From an optimization exercise on the open Yosys and OpenROAD flow, aimed at small area, a short achievable clock period and few clock cycles; shortcuts taken in it are not production practice. No functional check of the RTL was part of any run shown here. Power figures rest on the tool's default switching activity, not on a simulated workload.

[config.mk]
export PLATFORM = sky130hd
export DESIGN_NAME = dot_core
export DESIGN_NICKNAME = dot_core
export VERILOG_FILES = /design/flow/design.v
export SDC_FILE = /design/flow/constraint.sdc
export NUM_CORES = 4
export LEC_CHECK = 0
export ABC_AREA = 1
export CAP_MARGIN = 20
export CORE_MARGIN = 2
export CORE_UTILIZATION = 70
export CTS_BUF_LIST = sky130_fd_sc_hd__clkbuf_8
export CTS_CLUSTER_SIZE = 20
export PLACE_DENSITY = 0.8
export SLEW_MARGIN = 20
[constraint.sdc]
create_clock -name core_clock -period 30.0 [get_ports {clk}]
set_input_delay 6.0000 -clock core_clock [delete_from_list [all_inputs] [get_ports {clk}]]
set_output_delay 6.0000 -clock core_clock [all_outputs]
set_load 0.01 [all_outputs]
[design.v]
module dot_core (
    input  wire        clk,
    input  wire        rst,           
    input  wire        op_valid,
    output wire        op_ready,
    input  wire [4:0]  op,
    input  wire [7:0]  arg_x,         
    input  wire [7:0]  arg_y,         
    input  wire        arg_state,
    input  wire [7:0]  arg_width,
    input  wire [7:0]  arg_height,
    input  wire [7:0]  arg_rows,      
    input  wire [7:0]  arg_addr,
    input  wire [7:0]  arg_data,
    input  wire [15:0] arg_level,     
    input  wire [7:0]  arg_button,
    input  wire [15:0] arg_fps,
    output reg         done,
    output reg         refused,
    output wire [31:0] result,
    output wire [7:0]  spr_addr,
    input  wire [7:0]  spr_data,
    input  wire        in_left,
    input  wire        in_right,
    input  wire [31:0] now_ms,
    output reg         din,
    output reg         sclk,
    output reg         cs_n
);
    localparam [4:0] OP_CLEAR      = 5'h01;
    localparam [4:0] OP_FILL       = 5'h02;
    localparam [4:0] OP_SETPIXEL   = 5'h03;
    localparam [4:0] OP_GETPIXEL   = 5'h04;
    localparam [4:0] OP_DRAWSPRITE = 5'h05;
    localparam [4:0] OP_SENDCMD    = 5'h09;
    localparam [4:0] OP_BEGIN      = 5'h0A;
    localparam [4:0] OP_SHOW       = 5'h0B;
    localparam [4:0] OP_SETBRIGHT  = 5'h0C;
    localparam [4:0] OP_UPDATE     = 5'h10;
    localparam [4:0] OP_PRESSED    = 5'h11;
    localparam [4:0] OP_RELEASED   = 5'h12;
    localparam [4:0] OP_HELD       = 5'h13;
    localparam [4:0] OP_CHORD      = 5'h14;
    localparam [4:0] OP_HOLDTIME   = 5'h15;
    localparam [4:0] OP_WAITFRAME  = 5'h18;
    localparam [4:0] OP_FRAMECOUNT = 5'h19;
    localparam [7:0] INTENSITY_DEFAULT = 8'h08;
    function [15:0] sub16;
        input [15:0] a, b;
        reg [15:0] g, p;
        reg [16:0] c;
        reg [3:0] gg, gp;
        integer k, m;
        begin
            g = a & ~b;
            p = a ^ ~b;
            for (k = 0; k < 4; k = k + 1) begin
                gg[k] = g[4*k+3] | (p[4*k+3] & (g[4*k+2] | (p[4*k+2] & (g[4*k+1] | (p[4*k+1] & g[4*k])))));
                gp[k] = p[4*k+3] & p[4*k+2] & p[4*k+1] & p[4*k];
            end
            c[0] = 1'b1;
            for (k = 0; k < 4; k = k + 1) begin
                for (m = 0; m < 3; m = m + 1)
                    c[4*k+m+1] = g[4*k+m] | (p[4*k+m] & c[4*k+m]);
                c[4*k+4] = gg[k] | (gp[k] & c[4*k]);
            end
            sub16 = p ^ c[15:0];
        end
    endfunction
    function [31:0] inc32;
        input [31:0] a;
        input ci;
        reg [7:0] ga;
        reg [31:0] c;
        integer k, m;
        begin
            for (k = 0; k < 8; k = k + 1) ga[k] = &a[4*k +: 4];
            for (k = 0; k < 8; k = k + 1) begin
                c[4*k] = (k == 0) ? ci : (c[4*k-4] & ga[k-1]);
                for (m = 1; m < 4; m = m + 1) c[4*k+m] = c[4*k+m-1] & a[4*k+m-1];
            end
            inc32 = a ^ c;
        end
    endfunction
    function ge10;
        input [9:0] a, b;
        reg [9:0] gt, eq;
        reg [4:0] gt1, eq1;
        reg [2:0] gt2, eq2;
        reg gt3, eq3;
        integer k;
        begin
            gt = a & ~b;
            eq = ~(a ^ b);
            for (k = 0; k < 5; k = k + 1) begin
                gt1[k] = gt[2*k+1] | (eq[2*k+1] & gt[2*k]);
                eq1[k] = eq[2*k+1] & eq[2*k];
            end
            gt2[0] = gt1[1] | (eq1[1] & gt1[0]);  eq2[0] = eq1[1] & eq1[0];
            gt2[1] = gt1[3] | (eq1[3] & gt1[2]);  eq2[1] = eq1[3] & eq1[2];
            gt2[2] = gt1[4];                       eq2[2] = eq1[4];
            gt3 = gt2[1] | (eq2[1] & gt2[0]);      eq3 = eq2[1] & eq2[0];
            ge10 = gt2[2] | (eq2[2] & (gt3 | eq3));
        end
    endfunction
    function lt8;
        input [7:0] a, b;
        reg [7:0] lt, eq;
        reg [3:0] lt1, eq1;
        reg [1:0] lt2, eq2;
        integer k;
        begin
            lt = ~a & b;
            eq = ~(a ^ b);
            for (k = 0; k < 4; k = k + 1) begin
                lt1[k] = lt[2*k+1] | (eq[2*k+1] & lt[2*k]);
                eq1[k] = eq[2*k+1] & eq[2*k];
            end
            lt2[0] = lt1[1] | (eq1[1] & lt1[0]);  eq2[0] = eq1[1] & eq1[0];
            lt2[1] = lt1[3] | (eq1[3] & lt1[2]);  eq2[1] = eq1[3] & eq1[2];
            lt8 = lt2[1] | (eq2[1] & lt2[0]);
        end
    endfunction
    reg rdy;
    assign op_ready = rdy;
    wire acc = op_valid & rdy;
    reg [7:0]  fb [0:7];
    reg        curr_left, curr_right, last_left, last_right, chord_latch;
    reg [15:0] left_hold_g, right_hold_g;
    reg [15:0] last_sample_ts;
    reg [31:0] last_frame_ts;
    reg [31:0] frame_counter;
    reg [4:0]  op_q;
    reg        state_q;
    reg [7:0]  a_q, b_q;
    reg [3:0]  width_q;       
    reg [7:0]  height_q;
    reg        spr_bad_q;     
    reg        res_hi_q;      
    reg [1:0]  btn_q;         
    wire btn_l = (arg_button == 8'd0);
    wire btn_r = (arg_button == 8'd1);
    wire btn_c = (arg_button == 8'd2);
    wire       lvl_neg  = arg_level[15];
    wire       lvl_big  = |arg_level[14:4];
    wire [7:0] bright   = lvl_neg ? 8'h00 : lvl_big ? 8'h0F : {4'h0, arg_level[3:0]};
    wire       wide     = (|arg_width[7:4]) | (arg_width[3] & (|arg_width[2:0]));
    wire       spr_step;
    wire       div_step;
    wire       fps_big;
    wire [9:0] d_q;
    wire [7:0] b_inc = b_q + 8'd1;
    wire [7:0] h_dec = height_q - 8'd1;
    always @(posedge clk) begin
        if (rdy) begin
            op_q      <= op;
            state_q   <= (op[4] | op[3]) ? in_left : arg_state;
            a_q       <= op[3] ? (op[4] ? arg_fps[7:0]  : arg_addr)
                               : (op[4] ? now_ms[7:0]   : arg_x);
            b_q       <= op[3] ? (op[4] ? arg_fps[15:8] : (op[2] ? bright : arg_data))
                               : (op[4] ? now_ms[15:8]  : arg_y);
            width_q   <= (op[4] | op[3]) ? {3'b000, in_right} : arg_width[3:0];
            height_q  <= arg_height;
            spr_bad_q <= wide | lt8(arg_rows, arg_height);
            res_hi_q  <= (op == OP_FRAMECOUNT);
            btn_q     <= {!(btn_l | btn_r), btn_r};
        end else if (spr_step) begin
            b_q      <= b_inc;
            height_q <= h_dec;
        end else if (div_step) begin
            {height_q, btn_q} <= fps_big ? 10'd0 : d_q;
            width_q           <= wf_div ? width_q + 4'd1 : 4'd1;
        end else if (wf_wait) begin
            a_q <= now_ms[7:0];
            b_q <= now_ms[15:8];
        end
    end
    reg one_cycle;       
    reg bad_op;
    always @(*) begin
        one_cycle = 1'b0;
        bad_op    = 1'b0;
        case (op)
            OP_CLEAR, OP_FILL, OP_SETPIXEL, OP_UPDATE,
            OP_PRESSED, OP_RELEASED, OP_HELD, OP_CHORD: one_cycle = 1'b1;
            OP_GETPIXEL, OP_DRAWSPRITE, OP_SENDCMD, OP_BEGIN, OP_SHOW,
            OP_SETBRIGHT, OP_HOLDTIME, OP_WAITFRAME, OP_FRAMECOUNT: one_cycle = 1'b0;
            default: begin one_cycle = 1'b1; bad_op = 1'b1; end
        endcase
    end
    wire pend_upd_w = pend && (op_q == OP_UPDATE);
    wire smp_left   = state_q;
    wire smp_right  = width_q[0];
    wire cur_l  = pend_upd_w ? smp_left  : curr_left;
    wire cur_r  = pend_upd_w ? smp_right : curr_right;
    wire lst_l  = pend_upd_w ? curr_left  : last_left;
    wire lst_r  = pend_upd_w ? curr_right : last_right;
    wire latch_now = (smp_left && smp_right) ? 1'b1 :
                     (!smp_left && !smp_right) ? 1'b0 : chord_latch;
    wire latch  = pend_upd_w ? latch_now : chord_latch;
    wire chord_now  = cur_l && cur_r;
    wire chord_last = lst_l && lst_r;
    reg [15:0] q_result;
    always @(*) begin
        q_result = 16'h0;
        case (op)
            OP_PRESSED:  q_result[0] = (btn_l & cur_l & !lst_l & !cur_r) |
                                       (btn_r & cur_r & !lst_r & !cur_l) |
                                       (btn_c & chord_now & !chord_last);
            OP_RELEASED: q_result[0] = (btn_l & lst_l & !cur_l & !latch) |
                                       (btn_r & lst_r & !cur_r & !latch) |
                                       (btn_c & chord_last & !chord_now);
            OP_HELD:     q_result[0] = (btn_l & cur_l & !cur_r) |
                                       (btn_r & cur_r & !cur_l) |
                                       (btn_c & chord_now);
            OP_CHORD:    q_result[0] = chord_now;
            default: ;
        endcase
    end
    wire [15:0] hold_g  = btn_q[0] ? right_hold_g : left_hold_g;
    wire [15:0] hold_ms = {16{!btn_q[1]}} & sub16(last_sample_ts, hold_g);
    reg [15:0] res_lo;
    assign result = {frame_counter[31:16] & {16{res_hi_q}}, res_lo};
    reg pend;            
    always @(posedge clk) begin
        if (rst) pend <= 1'b0;
        else     pend <= acc;
    end
    wire pend_clear = pend && (op_q == OP_CLEAR || op_q == OP_FILL || op_q == OP_BEGIN);
    wire pend_set   = pend && (op_q == OP_SETPIXEL);
    wire pend_get   = pend && (op_q == OP_GETPIXEL);
    wire pend_hold  = pend && (op_q == OP_HOLDTIME);
    wire pend_fc    = pend && (op_q == OP_FRAMECOUNT);
    wire pend_upd   = pend_upd_w;
    wire pend_begin = pend && (op_q == OP_BEGIN);
    wire pend_cmd   = pend && (op_q == OP_SENDCMD || op_q == OP_SETBRIGHT ||
                               op_q == OP_SHOW || op_q == OP_BEGIN);
    wire pend_wf    = pend && (op_q == OP_WAITFRAME);
    wire in_range = (a_q[7:3] == 5'd0) && (b_q[7:3] == 5'd0);
    wire fill_val = (op_q == OP_FILL) ? state_q : 1'b0;
    reg        tx_act;
    reg [1:0]  tx_part;       
    reg [1:0]  tx_phase;      
    reg [3:0]  tx_bit;
    reg [3:0]  seq_idx;
    wire [3:0] seq_last = (op_q == OP_BEGIN) ? 4'd12 : (op_q == OP_SHOW) ? 4'd7 : 4'd0;
    wire [2:0] rd_row = tx_act ? seq_idx[2:0] : b_q[2:0];
    wire [7:0] fb_row = fb[rd_row];
    wire [2:0] begin_row = seq_idx[2:0] - 3'd5;
    reg [15:0] cmd_word;
    always @(*) begin
        case (op_q)
            OP_SENDCMD:   cmd_word = {a_q, b_q};
            OP_SETBRIGHT: cmd_word = {8'h0A, b_q};
            OP_SHOW:      cmd_word = {4'h0, {1'b0, seq_idx[2:0]} + 4'd1, fb_row};
            default: begin
                case (seq_idx)
                    4'd0: cmd_word = 16'h0F00;
                    4'd1: cmd_word = 16'h0900;
                    4'd2: cmd_word = 16'h0B07;
                    4'd3: cmd_word = {8'h0A, INTENSITY_DEFAULT};
                    4'd4: cmd_word = 16'h0C01;
                    default: cmd_word = {4'h0, {1'b0, begin_row} + 4'd1, 8'h00};
                endcase
            end
        endcase
    end
    wire tx_bit_val = cmd_word[~tx_bit];
    reg        spr_act;
    reg [7:0]  sy;
    assign spr_addr = sy;
    wire spr_skip = spr_bad_q || (height_q == 8'd0) || (width_q == 4'd0) ||
                    (!b_q[7] && (|b_q[6:3])) ||               
                    (!a_q[7] && (|a_q[6:3])) ||               
                    ( a_q[7] && (!(&a_q[6:3]) || (a_q[2:0] == 3'd0)));   
    wire row_ok   = (b_q[7:3] == 5'd0);
    wire spr_wr   = spr_act && !spr_skip && row_ok;
    wire spr_end  = spr_skip || (height_q == 8'd1) || (b_q == 8'd7);
    wire spr_pre  = (height_q == 8'd2) || (b_q == 8'd6);    
    assign spr_step = spr_act && !spr_end;
    wire [2:0] rot_n = a_q[2:0];
    wire [7:0] rot1 = rot_n[0] ? {spr_data[6:0], spr_data[7]} : spr_data;
    wire [7:0] rot2 = rot_n[1] ? {rot1[5:0], rot1[7:6]} : rot1;
    wire [7:0] rot4 = rot_n[2] ? {rot2[3:0], rot2[7:4]} : rot2;
    wire [4:0] x_end = {a_q[3], a_q[3:0]} + {1'b0, width_q};    
    reg  [7:0] col_mask;
    integer wi;
    always @(*)
        for (wi = 0; wi < 8; wi = wi + 1)
            col_mask[wi] = (a_q[7] || (wi >= a_q[2:0])) &&
                           !x_end[4] && (x_end[3:0] > wi);
    wire [7:0] spr_cols = rot4 & col_mask;
    reg        wf_div;        
    reg        wf_wait;       
    reg        fire_q;        
    wire [10:0] div_r = res_lo[10:0];
    wire [9:0]  div_q = {height_q, btn_q};
    wire [3:0]  div_n = width_q;
    wire [15:0] fps_full = {b_q, a_q};
    wire [9:0]  fps_lo   = fps_full[9:0];
    wire        fps_zero = (fps_full == 16'd0);
    assign      fps_big  = (|fps_full[15:10]) ||
                           ((&fps_full[9:5]) && (fps_full[4] || (fps_full[3] && (|fps_full[2:0]))));
    wire [10:0] dr_in = wf_div ? div_r : 11'd0;
    wire [9:0]  dq_in = wf_div ? div_q : 10'd1000;
    wire [10:0] d_t   = {dr_in[9:0], dq_in[9]};
    reg  [11:0] d_bw;
    reg  [10:0] d_diff;
    integer di;
    always @(*) begin
        d_bw[0] = 1'b0;
        for (di = 0; di < 11; di = di + 1) begin
            d_diff[di]  = d_t[di] ^ (di < 10 ? fps_lo[di] : 1'b0) ^ d_bw[di];
            d_bw[di+1]  = (!d_t[di] & ((di < 10 ? fps_lo[di] : 1'b0) | d_bw[di])) |
                          ((di < 10 ? fps_lo[di] : 1'b0) & d_bw[di]);
        end
    end
    wire        d_ge  = !d_bw[11];
    wire [10:0] d_r   = d_ge ? d_diff : d_t;
    assign      d_q   = {dq_in[8:0], d_ge};
    assign      div_step = (pend_wf && !fps_zero) || wf_div;
    reg  [10:0] tl_sum;
    reg  [10:0] tl_c;
    integer ti;
    always @(*) begin
        tl_c[0] = 1'b0;
        for (ti = 0; ti < 10; ti = ti + 1) begin
            tl_sum[ti] = last_frame_ts[ti] ^ div_q[ti] ^ tl_c[ti];
            tl_c[ti+1] = (last_frame_ts[ti] & div_q[ti]) | (tl_c[ti] & (last_frame_ts[ti] ^ div_q[ti]));
        end
        tl_sum[10] = tl_c[10];
    end
    wire        win_cross = tl_sum[10];
    reg  [21:0] hi_flip;
    integer fi;
    always @(*) begin
        hi_flip[0] = 1'b1;
        for (fi = 1; fi < 22; fi = fi + 1) hi_flip[fi] = hi_flip[fi-1] & last_frame_ts[fi+9];
    end
    wire [21:0] hi_x   = now_ms[31:10] ^ last_frame_ts[31:10];
    wire        eq_a   = (hi_x == 22'd0);
    wire        eq_b   = (hi_x == hi_flip);
    wire        ge_ll  = ge10(now_ms[9:0], last_frame_ts[9:0]);
    wire        lt_tl  = !ge10(now_ms[9:0], tl_sum[9:0]);
    wire        in_win = win_cross ? ((eq_a & ge_ll) | (eq_b & lt_tl)) : (eq_a & ge_ll & lt_tl);
    wire        frame_due = !in_win;
    wire [31:0] fc_inc = inc32(frame_counter, fire_q);
    wire       fb_wdata = pend_clear ? fill_val : (pend_set ? state_q : 1'b1);
    wire       row_any  = (pend_set && in_range) || spr_wr;
    wire [7:0] row_sel  = {8{pend_clear}} | ({8{row_any}} & (8'd1 << b_q[2:0]));
    wire [7:0] col_sel  = {8{pend_clear}} | (pend_set ? (8'd1 << a_q[2:0]) : spr_cols);
    wire [7:0] row_set  = row_sel & {8{fb_wdata}};
    wire [7:0] row_clr  = row_sel & {8{!fb_wdata}};
    integer i, j;
    always @(posedge clk) begin
        for (i = 0; i < 8; i = i + 1)
            for (j = 0; j < 8; j = j + 1)
                fb[i][j] <= (fb[i][j] & !(row_clr[i] & col_sel[j])) | (row_set[i] & col_sel[j]);
    end
    always @(posedge clk) begin
        if (rst) begin
            rdy            <= 1'b1;
            done           <= 1'b0;
            refused        <= 1'b0;
            res_lo         <= 16'h0;
            curr_left      <= 1'b0;
            curr_right     <= 1'b0;
            last_left      <= 1'b0;
            last_right     <= 1'b0;
            chord_latch    <= 1'b0;
            left_hold_g    <= 16'h0;
            right_hold_g   <= 16'h0;
            last_sample_ts <= 16'h0;
            last_frame_ts  <= 32'h0;
            frame_counter  <= 32'h0;
            spr_act        <= 1'b0;
            sy             <= 8'h0;
            tx_act         <= 1'b0;
            tx_part        <= 2'd0;
            tx_phase       <= 2'd0;
            tx_bit         <= 4'd0;
            seq_idx        <= 4'd0;
            wf_div         <= 1'b0;
            wf_wait        <= 1'b0;
            fire_q         <= 1'b0;
            din            <= 1'b0;
            sclk           <= 1'b1;
            cs_n           <= 1'b1;
        end else begin
            done <= 1'b0;
            if (pend_get || pend_hold || pend_fc) begin
                done    <= 1'b1;
                refused <= 1'b0;
                res_lo  <= pend_get  ? {15'h0, in_range & fb_row[a_q[2:0]]} :
                           pend_hold ? hold_ms : frame_counter[15:0];
                rdy     <= 1'b1;
            end
            if (pend_upd) begin
                last_left      <= curr_left;
                last_right     <= curr_right;
                curr_left      <= smp_left;
                curr_right     <= smp_right;
                chord_latch    <= latch_now;
                last_sample_ts <= {b_q, a_q};
                if (!smp_left)  left_hold_g  <= {b_q, a_q};
                if (!smp_right) right_hold_g <= {b_q, a_q};
            end
            if (pend_begin) begin
                curr_left   <= smp_left;
                curr_right  <= smp_right;
                last_left   <= smp_left;
                last_right  <= smp_right;
                chord_latch <= latch_now;
            end
            if (spr_act) begin
                if (spr_end) begin
                    spr_act <= 1'b0;
                    sy      <= 8'h0;
                    if (spr_skip || sy == 8'd0) begin
                        done    <= 1'b1;
                        refused <= spr_bad_q;
                        rdy     <= 1'b1;
                    end
                end else begin
                    sy <= sy + 8'd1;
                    if (spr_pre) begin
                        done    <= 1'b1;
                        refused <= 1'b0;
                        rdy     <= 1'b1;
                    end
                end
            end
            if (acc) begin
                rdy     <= one_cycle;
                done    <= one_cycle;
                refused <= bad_op;
                res_lo  <= q_result;
                if (op == OP_DRAWSPRITE) spr_act <= 1'b1;
            end
            if (pend_cmd) begin
                cs_n     <= 1'b0;
                tx_act   <= 1'b1;
                tx_part  <= 2'd0;
                tx_phase <= 2'd0;
                tx_bit   <= 4'd0;
                seq_idx  <= 4'd0;
            end else if (tx_act) begin
                if (tx_part == 2'd0) begin
                    case (tx_phase)
                        2'd0: begin
                            sclk     <= 1'b0;
                            tx_phase <= 2'd1;
                        end
                        2'd1: begin
                            din      <= tx_bit_val;
                            tx_phase <= 2'd2;
                        end
                        default: begin
                            sclk     <= 1'b1;
                            tx_phase <= 2'd0;
                            tx_bit   <= tx_bit + 4'd1;
                            if (tx_bit == 4'd15) tx_part <= 2'd1;
                        end
                    endcase
                end else if (tx_part == 2'd1) begin
                    cs_n <= 1'b1;
                    if (seq_idx == seq_last) begin
                        tx_act  <= 1'b0;
                        done    <= 1'b1;
                        refused <= 1'b0;
                        rdy     <= 1'b1;
                    end else begin
                        tx_part <= 2'd2;
                        seq_idx <= seq_idx + 4'd1;
                    end
                end else begin
                    cs_n    <= 1'b0;
                    tx_part <= 2'd0;
                end
            end
            if (pend_wf) begin
                if (fps_zero) begin
                    done    <= 1'b1;
                    refused <= 1'b1;
                    rdy     <= 1'b1;
                end else if (fps_big) begin
                    wf_wait <= 1'b1;
                end else begin
                    res_lo[10:0] <= d_r;
                    wf_div       <= 1'b1;
                end
            end
            if (wf_div) begin
                res_lo[10:0] <= d_r;
                if (div_n == 4'd9) begin
                    wf_div  <= 1'b0;
                    wf_wait <= 1'b1;
                end
            end
            fire_q <= wf_wait && frame_due;
            if (wf_wait) res_lo <= now_ms[31:16];
            if (fire_q) last_frame_ts <= {res_lo, b_q, a_q};
            frame_counter <= fc_inc;
            if (wf_wait && frame_due) begin
                wf_wait       <= 1'b0;
                done          <= 1'b1;
                refused       <= 1'b0;
                rdy           <= 1'b1;
            end
        end
    end
endmodule
[flow/run.sh]
#!/bin/bash
# The standard layout, with a plain buffer cell on every input and output
# port in place of the delay cell that buffer_ports picks by default.
set -euo pipefail
export BUFFER_PORTS_ARGS="-buffer_cell sky130_fd_sc_hd__buf_1"
bash standard.sh > standard.log 2>&1
[standard.sh]
#!/bin/bash
# synth_recipe.tcl (not shown) runs the flow's synth.tcl, then flattens the netlist and writes it again
# the make line also repeats each setting of config.mk as NAME=value (left out here)
make -C /OpenROAD-flow-scripts/flow DESIGN_CONFIG=/design/flow/config.mk WORK_HOME=/design/flow/orfs CLKGATE_MAP_FILE= SYNTH_SCRIPT=/design/flow/synth_recipe.tcl "${@:-finish}"
==> flow_summary.rst, run 1 <==
.. list-table::
   :header-rows: 1

   * - Metric
     - Value
   * - Root Driver
     - clkbuf_8
   * - Global-route wire length before repair
     - 80800 um
   * - Fraction of the mapped netlist area in adder cells
     - 0.104
   * - Cells after synthesis
     - about 2200
   * - Status
     - no timing/DRC/antenna violations
   * - Final hold violation count
     - 0
   * - Via count of the first global-routing pass
     - between 15000 and 20000
   * - Leakage Power
     - 7.87 nW
   * - Slowest CP cell
     - nor2_1
   * - Endpoint class of the critical path
     - flip-flop
   * - Initial core utilization
     - 0.710
   * - Final count of pins violating max slew
     - 0
   * - Final setup TNS
     - 0 ns
   * - Kind of critical path
     - primary input to flip-flop
   * - TritonCTS clock tree
     - built
   * - Relative area change from synthesis to final layout
     - 10.9%
   * - Global placer's final weighted congestion
     - 1.02
   * - Final critical delay including setup and external delays
     - about 7.9 ns
   * - CTS resizes
     - 0
   * - Global-route congestion overflow total
     - 0
   * - # Max-Cap Violations
     - 0
   * - Total Routing Usage GR
     - 0.412
   * - Max Buffers Root-to-Sink
     - 3
   * - Iteration-0 DRC count of the detailed router
     - roughly 1900
   * - Max transition margin
     - 0.261
   * - Fin nets
     - 2677
   * - Proportion of layout cells with a drive suffix above 1
     - 0.0507
   * - Worst-path maximum fanout
     - 23
   * - Number of endpoints failing setup at the final stage
     - 0
   * - Final worst-path cycle share
     - 0.262
   * - Floorplan die width
     - between 150 and 200 um
   * - Fin worst setup slack
     - 22.14 ns
   * - Portion of total power attributed to the clock network
     - 0.329
   * - Via count of the routed design
     - 17154
   * - Dominant combinational cell family by area after synthesis
     - compound AO/OA/AOI/OAI gates
   * - Part of the Yosys area used for sequential elements
     - 0.345
   * - Antenna violations before repair
     - 0
   * - Count of antenna diodes in the layout
     - 0
   * - Cell area power density
     - 55.5 nW/um^2
   * - NetSw
     - 353 uW
   * - Count of nets left with antenna violations after detail routing
     - 0
   * - CP Cell Sequence
     - buf_1 -> buf_4 -> inv_1 -> nor2_1 -> inv_1 -> nor3_1 -> a21oi_1 -> nand2_1 -> nand2_1 -> a21oi_1
   * - Setup repair after global routing missed its margin
     - false
   * - Number of buffers inserted for hold repair after clock tree synthesis
     - 0
   * - Int Pwr
     - ~670 uW
   * - Path type of the worst min-delay path
     - flip-flop to flip-flop
   * - Highest metal layer used by the detailed router
     - met4
   * - Via count normalized by instance count
     - approximately 6.2
   * - DR DRC count
     - 0
   * - Flop and latch count out of synthesis
     - approximately 270
   * - Post-Synth XOR/XNOR Area
     - 0.0316
   * - Worst Path Arrival
     - ~8.4 ns
   * - Proportion of register bits with asynchronous set or reset after synthesis
     - 0
   * - TritonCTS Sinks
     - ~270
   * - Area of the die
     - between 20000 and 25000 sq um
   * - Category of the worst setup path launch point
     - primary input
   * - Maximum number of pins on one net before global-route repair
     - 50
   * - Die Y-Extent
     - about 160 um
   * - Area after DPL
     - 17500 sq um
   * - Core area
     - between 20000 and 25000 sq um
   * - Routed length on met1
     - 20000 um
   * - Ys flop type
     - dfxtp_1
   * - Mux share of post-synthesis cell area
     - 0.00904
   * - Peak Freq
     - ~0.13 GHz
   * - Avg WL per Cell
     - about 19 um
   * - HPWL after detailed placement
     - around 39000 um
   * - Portion of total power attributed to combinational logic
     - 0.232
   * - CP top delay family
     - simple AND/OR/NAND/NOR gates
   * - Sequential cell fraction of total power
     - 0.439
   * - Total met3 wirelength after detailed routing
     - just under 6000 um
   * - Worst path bufs/invs
     - 4
   * - Post-route cell area
     - between 15000 and 20000 sq um
   * - Floorplan row count
     - 56
   * - Area share of and/or/nand/nor cells after synthesis
     - 0.204
   * - Average cell area after synthesis
     - 7.40 sq um
   * - Switching Share
     - 0.345
   * - Number of warning messages in the yosys log
     - 2
   * - Worst ir drop on vdd
     - between 0.04 and 0.05 mV
   * - Number of distinct library cells after synthesis
     - 70
   * - Critical path required time
     - ~31 ns
   * - Setup clock skew after layout
     - around 0.036 ns
   * - Netlist area before placement
     - around 17000 sq um
   * - Number of synthesized flops with an enable pin
     - 38
   * - Max H-tree Level
     - 2
   * - 1st-pass router iterations
     - 6
   * - Clock transition at the registers of the reported paths
     - 0.06 ns
   * - Transition time at the pin with the least slew margin
     - 1.11 ns
   * - Total met2 wirelength after detailed routing
     - 23800 um
   * - Post-CTS Setup Repair Bufs
     - 0
   * - Peak per-stage delay on the critical path
     - roughly 0.80 ns
   * - Net count after synthesis
     - between 2000 and 3000
   * - Post-place setup slack
     - about 22 ns
   * - Number of buffers created by CTS
     - between 40 and 50
   * - Clock latency on the worst-skew pair
     - 0.60 ns
   * - Compound-gate portion of the synthesized area
     - 0.214
   * - Io pins
     - approximately 190
   * - Aggregate routed wire length
     - around 53000 um
   * - PortBufs
     - around 190
## power groups by stage
stage	registers [mW]	logic [mW]	clock network (mW)
4_1_cts	0.447	0.228	0.334
3_5_place_dp	0.454	0.225	0
5_1_grt	0.452	0.262	0.350
6_report	0.449	0.237	0.337
3_3_place_gp	0.452	0.216	0
2_1_floorplan	0.440	0.158	0
## final timing paths
path              startpoint        end  slack, ns  cells past startpoint
setup / recovery       op[4]  res_lo[0]      22.14                     10
hold reg to reg     fb[0][0]   fb[0][0]       0.46                      2
setup reg to reg      wf_div  res_lo[8]      24.01                     20
hold / removal      fb[0][0]   fb[0][0]       0.46                      2
## per-layer routing
metal  up-vias  global-route usage
met1      7884               0.513
met2      1104               0.669
li1       7936                   -
met5         -                   0
met3       230              0.0865
met4         0               0.230
## layout by cell type (no fill, tap or decap), drive strengths merged, types with 4 or more instances in the layout
cell	instances
a31oi	24
o21a	14
o22ai	18
o221ai	22
nor3	29
edfxtp	38
nand4	25
a211oi	32
a21oi	115
mux2i	15
o211ai	24
dfxtp	229
xor2	42
inv	328
o31ai	4
fa	30
clkbuf	57
nand3	89
ha	90
nand2	308
nor4	18
buf	205
xnor2	18
o21ai	277
o2111ai	14
nor2	303
o311ai	11
clkinv	13
or2	8
a22oi	12
## Yosys cell counts, types with 3 or more instances
| cell type | n | share of area |
|---|---|---|
| a211oi_1 | 32 | 0.014 |
| a21o_1 | 3 | 0.0014 |
| a21oi_1 | 115 | 0.035 |
| a22oi_1 | 12 | 0.0054 |
| a31oi_1 | 24 | 0.0090 |
| a32o_1 | 3 | 0.0018 |
| buf_1 | 5 | 0.0011 |
| buf_2 | 10 | 0.0030 |
| buf_4 | 3 | 0.0014 |
| clkbuf_1 | 65 | 0.015 |
| clkinv_1 | 5 | 0.0011 |
| dfxtp_1 | 229 | 0.28 |
| edfxtp_1 | 38 | 0.069 |
| fa_1 | 30 | 0.036 |
| ha_1 | 90 | 0.068 |
| inv_1 | 308 | 0.070 |
| inv_2 | 6 | 0.0014 |
| mux2i_1 | 15 | 0.0090 |
| nand2_1 | 304 | 0.069 |
| nand2_2 | 4 | 0.0015 |
| nand3_1 | 89 | 0.027 |
| nand4_1 | 22 | 0.0083 |
| nand4_4 | 3 | 0.0038 |
| nor2_1 | 293 | 0.066 |
| nor2_2 | 4 | 0.0015 |
| nor2_4 | 6 | 0.0041 |
| nor3_1 | 25 | 0.0075 |
| nor4_1 | 18 | 0.0068 |
| o2111ai_1 | 14 | 0.0074 |
| o211ai_1 | 24 | 0.011 |
| o21a_1 | 14 | 0.0063 |
| o21ai_0 | 266 | 0.080 |
| o21ai_1 | 7 | 0.0021 |
| o21ai_2 | 4 | 0.0021 |
| o21bai_1 | 3 | 0.0014 |
| o221ai_1 | 22 | 0.012 |
| o22ai_1 | 17 | 0.0064 |
| o311ai_0 | 10 | 0.0053 |
| o31ai_1 | 3 | 0.0014 |
| or2_2 | 6 | 0.0023 |
| xnor2_1 | 18 | 0.0095 |
| xor2_1 | 42 | 0.022 |
## final cells by class
| type | instances | area, sq um |
|---|---|---|
| flip-flops and latches | 267 | 5730 |
| multi-input cells | 1573 | 9360 |
| clock inverters | 24 | 145 |
| well taps | 319 | 399 |
| clock buffers | 57 | 785 |
| inverters | 319 | 1200 |
| fillers | 1767 | 4970 |
| repair buffers | 205 | 820 |
## registers in the layout, summed over array words and instances (netlist names), 2 cells and up
name            count
a_q                 8
res_lo             16
fb                 64
tx_part             2
height_q            8
btn_q               2
seq_idx             4
last_frame_ts      32
tx_bit              4
b_q                 8
left_hold_g        16
frame_counter      32
op_q                5
right_hold_g       16
last_sample_ts     16
width_q             4
tx_phase            2
sy                  8
## worst register-to-register path, delay by kind of cell (launching register included)
kind	cells	cell delay (ns)
adder cells (fa/ha/maj)	10	3.93
buffers and inverters	4	0.76
flip-flops	1	0.48
AND/OR/NAND/NOR	4	0.42
AO/OA/AOI/OAI	2	0.27
## cells by family after synthesis
| group | count (synthesis) |
|---|---|
| simple gates | 786 |
| compound gates | 592 |
| buf+inv | 404 |
| flops | 267 |
| fa+ha+maj | 120 |
| xor+xnor | 60 |
| mux | 15 |
## through the flow
step	utilization	power, mW	cells	hold WS [ns]
floorplan	-	0.598	2244	0.421
global placement	0.747	0.669	2683	0.438
detailed placement	0.747	0.679	2683	0.443
CTS	0.787	1.01	2764	0.457
global route	0.788	1.06	2764	0.485
finish	0.788	1.02	2764	0.458
==> run 2, diff against run 1 <==
==> flow/run.sh (replaced) <==
#!/bin/bash
# The standard layout, with a plain buffer cell on every input and output
# port in place of the delay cell that buffer_ports picks by default.
set -euo pipefail
export BUFFER_PORTS_ARGS="-buffer_cell sky130_fd_sc_hd__buf_2"
bash standard.sh > standard.log 2>&1
--- a/config.mk
+++ b/config.mk
@@ -10,6 +10,4 @@
 export CORE_MARGIN = 2
 export CORE_UTILIZATION = 70
-export CTS_BUF_LIST = sky130_fd_sc_hd__clkbuf_8
-export CTS_CLUSTER_SIZE = 20
 export PLACE_DENSITY = 0.8
 export SLEW_MARGIN = 20
==> flow_summary.rst, run 2 <==
.. list-table::
   :header-rows: 1

   * - Metric
     - Value
   * - Status
     - no timing/DRC/antenna violations
   * - Final hold slack
     - approximately 0.46 ns
   * - Portion of total power attributed to combinational logic
     - 0.223
   * - Relative area change from synthesis to final layout
     - 13.0%
   * - Aggregate routed wire length
     - 54900 um
   * - Cell area power density
     - ~58 nW/um^2
   * - Clock latency on the worst-skew pair
     - about 0.57 ns
   * - Post-CTS Setup Repair Bufs
     - 0
   * - Core area
     - between 20000 and 25000 sq um
   * - Floorplan row count
     - 56
   * - Area occupied by registers
     - between 5000 and 6000 sq um
   * - Dominant combinational cell family by area after synthesis
     - compound AO/OA/AOI/OAI gates
   * - Initial core utilization
     - 0.710
   * - Average cell area after synthesis
     - 7.40 sq um
   * - Max Buffers Root-to-Sink
     - 3
   * - Proportion of register bits with asynchronous set or reset after synthesis
     - 0
   * - Setup repair after global routing missed its margin
     - false
   * - Area share of and/or/nand/nor cells after synthesis
     - 0.204
   * - Number of buffers created by CTS
     - 29
   * - Final critical delay including setup and external delays
     - between 7 and 8 ns
   * - Netlist area before placement
     - about 17000 sq um
   * - HPWL after detailed placement
     - 39100 um
   * - Via count of the first global-routing pass
     - roughly 16000
   * - Root Driver
     - clkbuf_16
   * - Fill cell instance count of the final layout
     - approximately 1600
   * - Critical path required time
     - around 30 ns
   * - Synth top cells by count
     - inv_1, nand2_1, nor2_1
   * - Post-place setup slack
     - about 22 ns
   * - Post-Synth XOR/XNOR Area
     - 0.0316
   * - Iteration-0 DRC count of the detailed router
     - about 2100
   * - Max transition margin
     - 0.256
   * - Worst-path maximum fanout
     - 23
   * - Category of the worst setup path launch point
     - primary input
   * - Ys flop type
     - dfxtp_1
   * - Leakage Power
     - roughly 8.4 nW
   * - Number of distinct library cells after synthesis
     - 70
   * - Floorplan die width
     - around 160 um
   * - Count of nets left with antenna violations after detail routing
     - 0
   * - Clock transition at the registers of the reported paths
     - ~0.07 ns
   * - # Max-Cap Violations
     - 0
   * - Fin worst setup slack
     - roughly 22 ns
   * - Proportion of layout cells with a drive suffix above 1
     - 0.121
   * - PortBufs
     - around 190
   * - Global-route wire length before repair
     - between 80000 and 90000 um
   * - Fraction of the mapped netlist area in adder cells
     - 0.104
   * - Cells after synthesis
     - ~2200
   * - Register containing the most flip-flops in the final layout
     - fb
   * - Kind of critical path
     - primary input to flip-flop
   * - Flop and latch count out of synthesis
     - ~270
   * - Final setup TNS
     - 0 ns
   * - Final worst-path cycle share
     - 0.266
   * - Number of buffers inserted for hold repair after clock tree synthesis
     - 0
   * - Int Pwr
     - around 740 uW
   * - Multi-input logic area
     - a little over 9000 sq um
   * - Io pins
     - ~190
   * - Commonest cells after routing, fill and taps aside
     - inv_1, nand2_1, nor2_1
   * - Total Routing Usage GR
     - 0.429
   * - Net count after synthesis
     - 2511
   * - Worst Path Arrival
     - between 8 and 9 ns
   * - Avg WL per Cell
     - 20.1 um
   * - Synth top area share
     - 0.276
   * - TritonCTS clock tree
     - built
   * - Setup clock skew after layout
     - about 0.016 ns
   * - Number of endpoints failing setup at the final stage
     - 0
   * - Number of flip-flops under the largest register name
     - 64
   * - Compound-gate portion of the synthesized area
     - 0.214
   * - Switching Share
     - 0.326
   * - Cell taking the most area after synthesis
     - dfxtp_1
   * - Final core area utilization
     - 0.802
   * - Peak Freq
     - roughly 0.13 GHz
   * - Area of the die
     - 25000 sq um
   * - NetSw
     - ~360 uW
   * - Part of the Yosys area used for sequential elements
     - 0.345
   * - Most common cell in the netlist
     - inv_1
   * - Antenna violations before repair
     - 3
   * - Largest registers
     - fb (64), frame_counter (32), last_frame_ts (32)
   * - Max H-tree Level
     - 1
   * - Most common library cell in the layout ignoring fill and taps
     - inv_1
   * - CTS resizes
     - 0
   * - Final count of pins violating max slew
     - 0
   * - Largest cells by area after synthesis
     - dfxtp_1, o21ai_0, inv_1
   * - Endpoint class of the critical path
     - flip-flop
   * - Final hold violation count
     - 0
   * - Maximum number of pins on one net before global-route repair
     - 75
   * - Global placer's final weighted congestion
     - approximately 1.0
   * - Portion of total power attributed to the clock network
     - 0.365
   * - Via count of the routed design
     - between 15000 and 20000
   * - Transition time at the pin with the least slew margin
     - 1.10 ns
   * - Die Y-Extent
     - 158 um
   * - Sequential cell fraction of total power
     - 0.412
   * - Via count normalized by instance count
     - between 6 and 7
   * - Mux share of post-synthesis cell area
     - 0.00904
   * - Number of warning messages in the yosys log
     - 2
   * - Worst ir drop on vdd
     - just under 0.05 mV
   * - TritonCTS Sinks
     - between 200 and 300
   * - Path type of the worst min-delay path
     - flip-flop to flip-flop
   * - 1st-pass router iterations
     - 7
   * - DR DRC count
     - 0
   * - Fin nets
     - approximately 2700
   * - Number of synthesized flops with an enable pin
     - 38
   * - Global-route congestion overflow total
     - 0
run 2: cell counts after synthesis:
No cell type changed its count.
run 2: path summary, 6_finish.rpt:
check,slack (ns),start,endpoint,depth (start not counted)
max,22.01,op[4],res_lo[0],9
min,0.46,left_hold_g[15],left_hold_g[15],2
max reg2reg,24.00,wf_div,res_lo[8],20
min reg2reg,0.46,left_hold_g[15],left_hold_g[15],2
run 2: area by class of cell:
cell class | instances | area share
multi-input combinational | 1573 | 0.499
sequential | 267 | 0.305
inverter | 319 | 0.0638
timing repair buffer | 202 | 0.0552
clock buffer | 38 | 0.0433
tap | 319 | 0.0213
clock inverter | 14 | 0.0126
antenna | 2 | 0.000267
run 2: power by group through the flow:
| stage | registers [mW] | clock network, mW | logic (mW) |
|---|---|---|---|
| floorplan | 0.440 | 0 | 0.158 |
| global placement | 0.452 | 0 | 0.220 |
| detailed placement | 0.454 | 0 | 0.229 |
| CTS | 0.447 | 0.397 | 0.233 |
| global route | 0.454 | 0.411 | 0.265 |
| finish | 0.450 | 0.399 | 0.243 |
run 2: per-stage QoR:
step / total power, mW / cells / area, sq um
floorplan: 0.598 / 2244 / 16600
global placement: 0.672 / 2680 / 17700
detailed placement: 0.683 / 2680 / 17700
CTS: 1.08 / 2732 / 18700
global route: 1.13 / 2733 / 18800
finish: 1.09 / 2734 / 18800
run 2: worst max-delay path, cell delays in order:
cell and delay [ns]:
buf_2 0.36, inv_1 0.35, nor2_1 0.80, inv_1 0.26, nor3_1 0.28, a21oi_1 0.12
nand2_1 0.11, nand2_1 0.06, a21oi_1 0.12
run 2: metal layers:
metal	global-route usage	up-vias	wire length, um
met5	0	-	0
met4	0.239	0	3390
met3	0.0912	251	6490
met2	0.695	1234	24800
met1	0.531	7998	20300
li1	-	7876	-
run 2: kinds of logic after synthesis:
kind of cell,count (synthesis)
AND/OR/NAND/NOR,786
flip-flops,267
buffers and inverters,404
multiplexers,15
AO/OA/AOI/OAI,592
adder cells (fa/ha/maj),120
XOR/XNOR,60
==> run 3, diff against run 2 <==
--- a/design.v
+++ b/design.v
@@ -345,4 +345,5 @@
     wire        in_win = win_cross ? ((eq_a & ge_ll) | (eq_b & lt_tl)) : (eq_a & ge_ll & lt_tl);
     wire        frame_due = !in_win;
+    wire        wf_fire = wf_wait && !fire_q && frame_due;
     wire [31:0] fc_inc = inc32(frame_counter, fire_q);
     wire       fb_wdata = pend_clear ? fill_val : (pend_set ? state_q : 1'b1);
@@ -359,9 +360,126 @@
     end
     always @(posedge clk) begin
+        done <= 1'b0;
+        if (pend_get || pend_hold || pend_fc) begin
+            done    <= 1'b1;
+            refused <= 1'b0;
+            res_lo  <= pend_get  ? {15'h0, in_range & fb_row[a_q[2:0]]} :
+                       pend_hold ? hold_ms : frame_counter[15:0];
+            rdy     <= 1'b1;
+        end
+        if (pend_upd) begin
+            last_left      <= curr_left;
+            last_right     <= curr_right;
+            curr_left      <= smp_left;
+            curr_right     <= smp_right;
+            chord_latch    <= latch_now;
+            last_sample_ts <= {b_q, a_q};
+            if (!smp_left)  left_hold_g  <= {b_q, a_q};
+            if (!smp_right) right_hold_g <= {b_q, a_q};
+        end
+        if (pend_begin) begin
+            curr_left   <= smp_left;
+            curr_right  <= smp_right;
+            last_left   <= smp_left;
+            last_right  <= smp_right;
+            chord_latch <= latch_now;
+        end
+        if (spr_act) begin
+            if (spr_end) begin
+                spr_act <= 1'b0;
+                sy      <= 8'h0;
+                if (spr_skip || sy == 8'd0) begin
+                    done    <= 1'b1;
+                    refused <= spr_bad_q;
+                    rdy     <= 1'b1;
+                end
+            end else begin
+                sy <= sy + 8'd1;
+                if (spr_pre) begin
+                    done    <= 1'b1;
+                    refused <= 1'b0;
+                    rdy     <= 1'b1;
+                end
+            end
+        end
+        if (acc) begin
+            rdy     <= one_cycle;
+            done    <= one_cycle;
+            refused <= bad_op;
+            res_lo  <= q_result;
+            if (op == OP_DRAWSPRITE) spr_act <= 1'b1;
+        end
+        if (pend_cmd) begin
+            cs_n     <= 1'b0;
+            tx_act   <= 1'b1;
+            tx_part  <= 2'd0;
+            tx_phase <= 2'd0;
+            tx_bit   <= 4'd0;
+            seq_idx  <= 4'd0;
+        end else if (tx_act) begin
+            if (tx_part == 2'd0) begin
+                case (tx_phase)
+                    2'd0: begin
+                        sclk     <= 1'b0;
+                        tx_phase <= 2'd1;
+                    end
+                    2'd1: begin
+                        din      <= tx_bit_val;
+                        tx_phase <= 2'd2;
+                    end
+                    default: begin
+                        sclk     <= 1'b1;
+                        tx_phase <= 2'd0;
+                        tx_bit   <= tx_bit + 4'd1;
+                        if (tx_bit == 4'd15) tx_part <= 2'd1;
+                    end
+                endcase
+            end else if (tx_part == 2'd1) begin
+                cs_n <= 1'b1;
+                if (seq_idx == seq_last) begin
+                    tx_act  <= 1'b0;
+                    done    <= 1'b1;
+                    refused <= 1'b0;
+                    rdy     <= 1'b1;
+                end else begin
+                    tx_part <= 2'd2;
+                    seq_idx <= seq_idx + 4'd1;
+                end
+            end else begin
+                cs_n    <= 1'b0;
+                tx_part <= 2'd0;
+            end
+        end
+        if (pend_wf) begin
+            if (fps_zero) begin
+                done    <= 1'b1;
+                refused <= 1'b1;
+                rdy     <= 1'b1;
+            end else if (fps_big) begin
+                wf_wait <= 1'b1;
+            end else begin
+                res_lo[10:0] <= d_r;
+                wf_div       <= 1'b1;
+            end
+        end
+        if (wf_div) begin
+            res_lo[10:0] <= d_r;
+            if (div_n == 4'd9) begin
+                wf_div  <= 1'b0;
+                wf_wait <= 1'b1;
+            end
+        end
+        fire_q <= wf_fire;
+        if (wf_wait && !fire_q) res_lo <= now_ms[31:16];
+        if (fire_q) last_frame_ts <= {res_lo, b_q, a_q};
+        frame_counter <= fc_inc;
+        if (wf_fire) begin
+            done <= 1'b1;
+            rdy  <= 1'b1;
+        end
+        if (fire_q) wf_wait <= 1'b0;
         if (rst) begin
             rdy            <= 1'b1;
             done           <= 1'b0;
-            refused        <= 1'b0;
-            res_lo         <= 16'h0;
             curr_left      <= 1'b0;
             curr_right     <= 1'b0;
@@ -377,8 +495,4 @@
             sy             <= 8'h0;
             tx_act         <= 1'b0;
-            tx_part        <= 2'd0;
-            tx_phase       <= 2'd0;
-            tx_bit         <= 4'd0;
-            seq_idx        <= 4'd0;
             wf_div         <= 1'b0;
             wf_wait        <= 1'b0;
@@ -387,125 +501,4 @@
             sclk           <= 1'b1;
             cs_n           <= 1'b1;
-        end else begin
-            done <= 1'b0;
-            if (pend_get || pend_hold || pend_fc) begin
-                done    <= 1'b1;
-                refused <= 1'b0;
-                res_lo  <= pend_get  ? {15'h0, in_range & fb_row[a_q[2:0]]} :
-                           pend_hold ? hold_ms : frame_counter[15:0];
-                rdy     <= 1'b1;
-            end
-            if (pend_upd) begin
-                last_left      <= curr_left;
-                last_right     <= curr_right;
-                curr_left      <= smp_left;
-                curr_right     <= smp_right;
-                chord_latch    <= latch_now;
-                last_sample_ts <= {b_q, a_q};
-                if (!smp_left)  left_hold_g  <= {b_q, a_q};
-                if (!smp_right) right_hold_g <= {b_q, a_q};
-            end
-            if (pend_begin) begin
-                curr_left   <= smp_left;
-                curr_right  <= smp_right;
-                last_left   <= smp_left;
-                last_right  <= smp_right;
-                chord_latch <= latch_now;
-            end
-            if (spr_act) begin
-                if (spr_end) begin
-                    spr_act <= 1'b0;
-                    sy      <= 8'h0;
-                    if (spr_skip || sy == 8'd0) begin
-                        done    <= 1'b1;
-                        refused <= spr_bad_q;
-                        rdy     <= 1'b1;
-                    end
-                end else begin
-                    sy <= sy + 8'd1;
-                    if (spr_pre) begin
-                        done    <= 1'b1;
-                        refused <= 1'b0;
-                        rdy     <= 1'b1;
-                    end
-                end
-            end
-            if (acc) begin
-                rdy     <= one_cycle;
-                done    <= one_cycle;
-                refused <= bad_op;
-                res_lo  <= q_result;
-                if (op == OP_DRAWSPRITE) spr_act <= 1'b1;
-            end
-            if (pend_cmd) begin
-                cs_n     <= 1'b0;
-                tx_act   <= 1'b1;
-                tx_part  <= 2'd0;
-                tx_phase <= 2'd0;
-                tx_bit   <= 4'd0;
-                seq_idx  <= 4'd0;
-            end else if (tx_act) begin
-                if (tx_part == 2'd0) begin
-                    case (tx_phase)
-                        2'd0: begin
-                            sclk     <= 1'b0;
-                            tx_phase <= 2'd1;
-                        end
-                        2'd1: begin
-                            din      <= tx_bit_val;
-                            tx_phase <= 2'd2;
-                        end
-                        default: begin
-                            sclk     <= 1'b1;
-                            tx_phase <= 2'd0;
-                            tx_bit   <= tx_bit + 4'd1;
-                            if (tx_bit == 4'd15) tx_part <= 2'd1;
-                        end
-                    endcase
-                end else if (tx_part == 2'd1) begin
-                    cs_n <= 1'b1;
-                    if (seq_idx == seq_last) begin
-                        tx_act  <= 1'b0;
-                        done    <= 1'b1;
-                        refused <= 1'b0;
-                        rdy     <= 1'b1;
-                    end else begin
-                        tx_part <= 2'd2;
-                        seq_idx <= seq_idx + 4'd1;
-                    end
-                end else begin
-                    cs_n    <= 1'b0;
-                    tx_part <= 2'd0;
-                end
-            end
-            if (pend_wf) begin
-                if (fps_zero) begin
-                    done    <= 1'b1;
-                    refused <= 1'b1;
-                    rdy     <= 1'b1;
-                end else if (fps_big) begin
-                    wf_wait <= 1'b1;
-                end else begin
-                    res_lo[10:0] <= d_r;
-                    wf_div       <= 1'b1;
-                end
-            end
-            if (wf_div) begin
-                res_lo[10:0] <= d_r;
-                if (div_n == 4'd9) begin
-                    wf_div  <= 1'b0;
-                    wf_wait <= 1'b1;
-                end
-            end
-            fire_q <= wf_wait && frame_due;
-            if (wf_wait) res_lo <= now_ms[31:16];
-            if (fire_q) last_frame_ts <= {res_lo, b_q, a_q};
-            frame_counter <= fc_inc;
-            if (wf_wait && frame_due) begin
-                wf_wait       <= 1'b0;
-                done          <= 1'b1;
-                refused       <= 1'b0;
-                rdy           <= 1'b1;
-            end
         end
     end
==> flow/run.sh (replaced) <==
#!/bin/bash
# The standard layout, with a plain buffer cell on every input and output
# port in place of the delay cell that buffer_ports picks by default.
set -euo pipefail
export BUFFER_PORTS_ARGS="-buffer_cell sky130_fd_sc_hd__buf_1"
bash standard.sh > standard.log 2>&1
--- a/config.mk
+++ b/config.mk
@@ -7,7 +7,9 @@
 export LEC_CHECK = 0
 export ABC_AREA = 1
-export CAP_MARGIN = 20
+export CAP_MARGIN = 50
 export CORE_MARGIN = 2
-export CORE_UTILIZATION = 70
-export PLACE_DENSITY = 0.8
-export SLEW_MARGIN = 20
+export CORE_UTILIZATION = 55
+export CTS_BUF_LIST = sky130_fd_sc_hd__clkbuf_8
+export CTS_CLUSTER_SIZE = 20
+export PLACE_DENSITY = 0.7
+export SLEW_MARGIN = 50
==> flow_summary.rst, run 3 <==
.. list-table::
   :header-rows: 1

   * - Metric
     - Value
   * - Root Driver
     - clkbuf_8
   * - Most common cell in the netlist
     - nand2_1
   * - Fill cell instance count of the final layout
     - ~2700
   * - Flop and latch count out of synthesis
     - about 270
   * - Critical path required time
     - approximately 30 ns
   * - Total met3 wirelength after detailed routing
     - 4190 um
   * - Kind of critical path
     - primary input to flip-flop
   * - Netlist area before placement
     - 16500 sq um
   * - Worst-path maximum fanout
     - 25
   * - Final critical delay including setup and external delays
     - 7.86 ns
   * - Largest registers
     - fb (64), frame_counter (32), last_frame_ts (32)
   * - Io pins
     - between 150 and 200
   * - Most common library cell in the layout ignoring fill and taps
     - nand2_1
   * - Post-route total power
     - 1.08 mW
   * - Proportion of layout cells with a drive suffix above 1
     - 0.0675
   * - Cell taking the most area after synthesis
     - dfxtp_1
   * - CTS resizes
     - 0
   * - Worst ir drop on vdd
     - 0.0326 mV
   * - Global placer's final weighted congestion
     - 0.937
   * - Final hold violation count
     - 0
   * - Clock transition at the registers of the reported paths
     - around 0.06 ns
   * - Final worst-path cycle share
     - 0.262
   * - Maximum number of pins on one net before global-route repair
     - 75
   * - Cell area power density
     - between 50 and 60 nW/um^2
   * - Floorplan row count
     - 63
   * - Peak Freq
     - roughly 0.13 GHz
   * - Via count of the first global-routing pass
     - approximately 15000
   * - Via count normalized by instance count
     - ~5.8
   * - Final count of pins violating max slew
     - 0
   * - Antenna violations before repair
     - 0
   * - Number of synthesized flops with an enable pin
     - between 40 and 50
   * - Status
     - no timing/DRC/antenna violations
   * - Post-CTS Setup Repair Bufs
     - 0
   * - Global-route congestion overflow total
     - 0
   * - HPWL after detailed placement
     - roughly 39000 um
   * - Total Routing Usage GR
     - 0.331
   * - Proportion of register bits with asynchronous set or reset after synthesis
     - 0
   * - Avg WL per Cell
     - 18.4 um
   * - Final setup TNS
     - 0 ns
   * - DR DRC count
     - 0
   * - Aggregate routed wire length
     - 52400 um
   * - Largest cells by area after synthesis
     - dfxtp_1, nand2_1, edfxtp_1
   * - Post-route cell area
     - approximately 19000 sq um
   * - Leakage Power
     - ~8 nW
   * - Max transition margin
     - 0.520
   * - Count of antenna diodes in the layout
     - 0
   * - Highest metal layer used by the detailed router
     - met4
   * - Net count after synthesis
     - 2506
   * - Area of the die
     - roughly 31000 sq um
   * - Count of nets left with antenna violations after detail routing
     - 0
   * - Post-place setup slack
     - 21.66 ns
   * - Fin worst setup slack
     - roughly 22 ns
   * - Die Y-Extent
     - approximately 180 um
   * - Cells after synthesis
     - 2239
   * - Number of flip-flops under the largest register name
     - 64
   * - Worst Path Arrival
     - between 8 and 9 ns
   * - Floorplan die width
     - 177 um
   * - Routed length on met1
     - ~23000 um
   * - Number of warning messages in the yosys log
     - 2
   * - Register containing the most flip-flops in the final layout
     - fb
   * - Initial core utilization
     - 0.558
   * - Max H-tree Level
     - 2
   * - Setup clock skew after layout
     - between 0.02 and 0.025 ns
   * - Max Buffers Root-to-Sink
     - 3
   * - Core area
     - a little under 30000 sq um
   * - Number of endpoints failing setup at the final stage
     - 0
   * - Global-route wire length before repair
     - about 81000 um
   * - Path type of the worst min-delay path
     - flip-flop to flip-flop
   * - Final core area utilization
     - 0.627
   * - PortBufs
     - about 190
   * - TritonCTS Sinks
     - approximately 270
   * - Category of the worst setup path launch point
     - primary input
   * - Number of buffers created by CTS
     - 49
   * - Iteration-0 DRC count of the detailed router
     - ~1800
   * - Number of distinct library cells after synthesis
     - 65
   * - Total met2 wirelength after detailed routing
     - 23600 um
   * - 1st-pass router iterations
     - 9
   * - Relative area change from synthesis to final layout
     - 12.4%
   * - Synth top cells by count
     - nand2_1, inv_1, nor2_1
   * - Average cell area after synthesis
     - ~7.4 sq um
   * - Clock latency on the worst-skew pair
     - 0.57 ns
   * - Part of the Yosys area used for sequential elements
     - 0.350
   * - Number of buffers inserted for hold repair after clock tree synthesis
     - 0
   * - Transition time at the pin with the least slew margin
     - ~0.7 ns
   * - TritonCTS clock tree
     - built
   * - Synth top area share
     - 0.272
   * - Commonest cells after routing, fill and taps aside
     - nand2_1, inv_1, nor2_1
   * - Fin nets
     - approximately 2700
   * - Ys flop type
     - dfxtp_1
   * - Area after DPL
     - roughly 18000 sq um
   * - Endpoint class of the critical path
     - flip-flop
   * - # Max-Cap Violations
     - 0
   * - Via count of the routed design
     - around 16000
   * - Setup repair after global routing missed its margin
     - false
==> run 3: cell count changes after synthesis, moves of 7 or more <==
cell and change:
a211oi_1 -30, a21oi_1 +40, a31oi_1 -14, inv_1 -51, inv_2 +16, nand2_1 +147
nand4_1 +7, nor2_1 -61, o211ai_1 -10, o21a_1 -12, o21ai_0 -83, o21ai_1 +48
o31ai_1 +11
==> run 3: kinds of logic (layout without fill, tap and decap cells) <==
kind of cell / Yosys count / after routing / synth area share
XOR/XNOR: 66 / 66 / 0.0350
flip-flops: 267 / 267 / 0.350
multiplexers: 15 / 15 / 0.00910
buffers and inverters: 358 / 580 / 0.0825
adder cells (fa/ha/maj): 120 / 120 / 0.105
AND/OR/NAND/NOR: 874 / 874 / 0.224
AO/OA/AOI/OAI: 539 / 539 / 0.195
==> run 3: routing by layer <==
metal  global-route usage  vias to the layer above
li1                     -                     7911
met1                0.451                     7591
met2                0.538                      797
met3               0.0451                      122
met4                0.113                        0
met5                    0                        -
==> run 3: layout make-up <==
class | instances | area [sq um] | share of cell area
clock buffers | 58 | 798 | 0.0430
clock inverters | 34 | 183 | 0.00985
inverters | 282 | 1060 | 0.0574
multi-input cells | 1614 | 9390 | 0.507
flip-flops and latches | 267 | 5780 | 0.312
well taps | 390 | 488 | 0.0263
repair buffers | 206 | 841 | 0.0453
==> run 3: worst paths after layout <==
path               end  startpoint  slack (ns)  depth (start not counted)
min reg2reg   fb[7][0]    fb[7][0]        0.45                          2
max             b_q[3]       op[4]       22.14                          8
min           fb[7][0]    fb[7][0]        0.45                          2
max reg2reg  res_lo[7]      wf_div       24.01                         18
==> run 3: report_power, final <==
group          total, mW  switching [mW]  leakage, nW  internal [mW]
combinational      0.269           0.175         4.98         0.0937
sequential         0.467          0.0494         2.26          0.418
clock              0.348           0.163        0.571          0.186
total               1.08           0.387         7.81          0.697
==> run 3: worst max-delay path, cell delays in order <==
cell      delay (ns)
buf_1           0.07
buf_4           0.31
inv_1           0.35
nor2_1          0.63
inv_1           0.25
o221ai_1        0.23
a31oi_1         0.07
a221o_1         0.26
==> run 3: per-stage QoR <==
stage	hold WS [ns]	cells
global route	0.469	2851
floorplan	0.427	2239
finish	0.455	2851
global placement	0.438	2753
detailed placement	0.445	2755
CTS	0.454	2847
==> run 4, diff against run 3 <==
--- a/config.mk
+++ b/config.mk
@@ -7,5 +7,5 @@
 export LEC_CHECK = 0
 export ABC_AREA = 1
-export CAP_MARGIN = 50
+export CAP_MARGIN = 20
 export CORE_MARGIN = 2
 export CORE_UTILIZATION = 55
@@ -13,3 +13,3 @@
 export CTS_CLUSTER_SIZE = 20
 export PLACE_DENSITY = 0.7
-export SLEW_MARGIN = 50
+export SLEW_MARGIN = 75
==> flow_summary.rst, run 4 <==
.. list-table::
   :header-rows: 1

   * - Metric
     - Value
   * - Number of buffers inserted for hold repair after clock tree synthesis
     - 0
   * - Core area
     - 29600 sq um
   * - Mux share of post-synthesis cell area
     - 0.00910
   * - # Max-Cap Violations
     - 0
   * - Leakage Power
     - just over 8 nW
   * - Max transition margin
     - 0.727
   * - Final worst-path cycle share
     - 0.254
   * - Reg2Reg Depth
     - 24
   * - Critical path required time
     - roughly 24 ns
   * - TritonCTS Sinks
     - between 200 and 300
   * - Fraction of the mapped netlist area in adder cells
     - 0.105
   * - Via count of the routed design
     - roughly 16000
   * - Setup repair after global routing missed its margin
     - false
   * - Cells after synthesis
     - around 2200
   * - Number of synthesized flops with an enable pin
     - 43
   * - Aggregate routed wire length
     - around 53000 um
   * - Part of the Yosys area used for sequential elements
     - 0.350
   * - Setup clock skew after layout
     - ~0.017 ns
   * - CP Cell Sequence
     - buf_4 -> buf_2 -> nand2_1 -> inv_1 -> buf_1
   * - Global-route congestion overflow total
     - 0
   * - Category of the worst setup path launch point
     - flip-flop
   * - Die Y-Extent
     - between 150 and 200 um
   * - Worst-case register-to-register setup slack
     - between 20 and 25 ns
   * - Number of warning messages in the yosys log
     - 2
   * - Final critical delay including setup and external delays
     - between 7 and 8 ns
   * - Global-route wire length before repair
     - roughly 82000 um
   * - Cell taking the most area after synthesis
     - dfxtp_1
   * - Largest cells by area after synthesis
     - dfxtp_1, nand2_1, edfxtp_1
   * - Proportion of layout cells with a drive suffix above 1
     - 0.108
   * - Fill cell instance count of the final layout
     - 2646
   * - Number of flip-flops under the largest register name
     - 64
   * - Clock transition at the registers of the reported paths
     - about 0.06 ns
   * - Largest registers
     - fb (64), frame_counter (32), last_frame_ts (32)
   * - Path type of the worst min-delay path
     - flip-flop to flip-flop
   * - Floorplan row count
     - 63
   * - Worst setup startpoint
     - res_hi_q
   * - CTS resizes
     - 0
   * - Count of nets left with antenna violations after detail routing
     - 0
   * - Worst-path maximum fanout
     - 9
   * - Final setup TNS
     - 0 ns
   * - Synth top area share
     - 0.272
   * - Fin nets
     - between 2000 and 3000
   * - Post-CTS Setup Repair Bufs
     - 0
   * - Transition time at the pin with the least slew margin
     - about 0.4 ns
   * - Netlist area before placement
     - between 15000 and 20000 sq um
   * - Final hold violation count
     - 0
   * - CP top delay family
     - buffers and inverters
   * - Compound-gate portion of the synthesized area
     - 0.195
   * - Area of the die
     - roughly 31000 sq um
   * - Max H-tree Level
     - 2
   * - Area share of and/or/nand/nor cells after synthesis
     - 0.224
   * - Final count of pins violating max slew
     - 0
   * - TritonCTS clock tree
     - built
   * - Number of distinct library cells after synthesis
     - 65
   * - Via count normalized by instance count
     - approximately 5.7
   * - Final hold slack
     - about 0.45 ns
   * - Synth top cells by count
     - nand2_1, inv_1, nor2_1
   * - Most common library cell in the layout ignoring fill and taps
     - nand2_1
   * - R2r endpoint
     - done
   * - Count of antenna diodes in the layout
     - 0
   * - Worst path bufs/invs
     - 4
   * - Avg WL per Cell
     - approximately 18 um
   * - Via count of the first global-routing pass
     - roughly 16000
   * - Post-Synth XOR/XNOR Area
     - 0.0350
   * - Commonest cells after routing, fill and taps aside
     - nand2_1, inv_1, dfxtp_1
   * - 1st-pass router iterations
     - 7
   * - Number of endpoints failing setup at the final stage
     - 0
   * - Io pins
     - around 190
   * - Proportion of register bits with asynchronous set or reset after synthesis
     - 0
   * - DR DRC count
     - 0
   * - Cell area power density
     - 57.8 nW/um^2
   * - Number of buffers created by CTS
     - 49
   * - Total Routing Usage GR
     - 0.334
   * - Register containing the most flip-flops in the final layout
     - fb
   * - PortBufs
     - ~190
   * - Antenna violations before repair
     - 0
   * - Average cell area after synthesis
     - around 7.4 sq um
   * - Initial core utilization
     - 0.558
   * - Global placer's final weighted congestion
     - about 0.94
   * - Ys flop type
     - dfxtp_1
   * - Flop and latch count out of synthesis
     - between 200 and 300
   * - Clock latency on the worst-skew pair
     - 0.58 ns
   * - Most common cell in the netlist
     - nand2_1
   * - Peak per-stage delay on the critical path
     - between 0.3 and 0.4 ns
   * - Crit Reg-Reg Startpoint
     - btn_q[0]
   * - Slowest CP cell
     - edfxtp_1
   * - Root Driver
     - clkbuf_8
   * - HPWL after detailed placement
     - roughly 40000 um
   * - Maximum number of pins on one net before global-route repair
     - 65
   * - Net count after synthesis
     - approximately 2500
   * - Worst Path Arrival
     - approximately 1.6 ns
   * - Iteration-0 DRC count of the detailed router
     - between 1500 and 2000
   * - Kind of critical path
     - flip-flop to output pin
   * - Dominant combinational cell family by area after synthesis
     - simple AND/OR/NAND/NOR gates
   * - Max Buffers Root-to-Sink
     - 3
   * - Endpoint class of the critical path
     - output pin
   * - Depth of the critical timing path with buffers and inverters included
     - 5
   * - Worst ir drop on vdd
     - 0.0322 mV
   * - Status
     - no timing/DRC/antenna violations
   * - CP Capture Point
     - result[27]
   * - Floorplan die width
     - 177 um
   * - Peak Freq
     - ~0.13 GHz
   * - Relative area change from synthesis to final layout
     - 17.4%
[run 4: changes by cell type in the layout (fill, tap and decap cells not counted), moves of 7 or more]
cell	change
clkinv_2	-10
nand2_2	+8
nor2_4	+8
buf_2	+28
o311ai_2	+7
nor2_1	-13
o311ai_0	-8
nand2_1	-10
o21ai_0	-8
[run 4: cells by family after synthesis]
group | count (synthesis)
AO/OA/AOI/OAI | 539
XOR/XNOR | 66
multiplexers | 15
buffers and inverters | 358
AND/OR/NAND/NOR | 874
adder cells (fa/ha/maj) | 120
flip-flops | 267
[run 4: worst min-delay path by stage]
stage,startpoint,end,cells past startpoint
after CTS,fb[4][0],fb[4][0],2
after detailed placement,fb[4][0],fb[4][0],2
after global routing,fb[4][0],fb[4][0],2
final,fb[7][0],fb[7][0],2
after global placement,fb[4][4],fb[4][4],2
after floorplan,fb[0][3],fb[0][3],2
[run 4: worst register-to-register path, stage by stage (launching register included)]
cell and delay (ns):
edfxtp_1 0.32, buf_4 0.30, ha_1 0.22, inv_1 0.05, fa_1 0.38, fa_1 0.40
fa_1 0.39, fa_1 0.39, fa_1 0.41, fa_1 0.39, fa_1 0.39, inv_1 0.08
fa_1 0.16, inv_1 0.05, fa_1 0.45, ha_1 0.31, a21oi_1 0.14, nand2_1 0.09
or2_2 0.31, nor3_2 0.10, nand2_1 0.07, nor2_1 0.09, nand2_1 0.07, nand2_2 0.10
a21oi_1 0.07
[run 4: area by class of cell]
class / count / area, sq um / area share
multi-input combinational: 1614 / 9780 / 0.505
sequential: 267 / 5780 / 0.299
timing repair buffer: 250 / 1210 / 0.0623
inverter: 282 / 1080 / 0.0559
clock buffer: 63 / 867 / 0.0448
tap: 390 / 488 / 0.0252
clock inverter: 25 / 158 / 0.00814
[run 4: report_power, final]
group / total, mW / switching (mW) / internal, mW
sequential: 0.460 / 0.0419 / 0.418
combinational: 0.297 / 0.192 / 0.105
clock: 0.362 / 0.158 / 0.205
[run 4: routing by layer]
| metal | up-vias | GRT usage | part of all wire |
|---|---|---|---|
| li1 | 7991 | - | - |
| met1 | 7590 | 0.440 | 0.43 |
| met2 | 721 | 0.534 | 0.45 |
| met3 | 151 | 0.0627 | 0.082 |
| met4 | 0 | 0.145 | 0.045 |
| met5 | - | 0 | 0 |
[run 4: per-stage QoR]
stage          std cells  cell area [sq um]   util  setup slack [ns]  power (mW)
2_1_floorplan       2239              16500      -             22.42       0.641
3_3_place_gp        2753              17500  0.591             21.76       0.725
3_5_place_dp        2800              18200  0.616             22.03       0.752
4_1_cts             2888              19200  0.651             22.36        1.11
5_1_grt             2891              19400  0.655             22.29        1.18
6_report            2891              19400  0.655             22.37        1.12

==> afterwards: timing with drivers on the ports <==
The results above use ideal ports. As a check the final layouts listed here were re-extracted and re-timed, cells and wires unchanged. Step 1: set_driving_cell puts a clkbuf_16 on clk and a buf_2 on each other input, an assumption about the parent block. Step 2, shift: input delay + t, output delay - t, t = (earliest + latest rising clock arrival at the registers) / 2. This alone moves slack from input paths to output paths. Three values: no drivers, after step 1, after step 2; two values: the first two.
run	t, ns	setup slack, ns	hold WS [ns]	worst setup path after step 2	latest minus earliest clock arrival (ns)
run 1	0.632	22.143 / 22.138 / 21.540	0.458 / 0.458 / 0.458	input to register	0.036 / 0.036
run 2	0.617	22.011 / 22.043 / 21.426	0.460 / 0.460 / 0.460	input to register	0.016 / 0.016
run 3	0.612	22.143 / 22.170 / 21.558	0.455 / 0.455 / 0.455	input to register	0.026 / 0.026
run 4	0.621	22.371 / 22.320 / 21.990	0.452 / 0.452 / 0.452	input to register	0.019 / 0.019
After both steps every run listed still meets setup and hold. For run 1, which loses most, drivers alone change the setup slack by -0.005 ns; drivers and shift together by -0.603 ns.
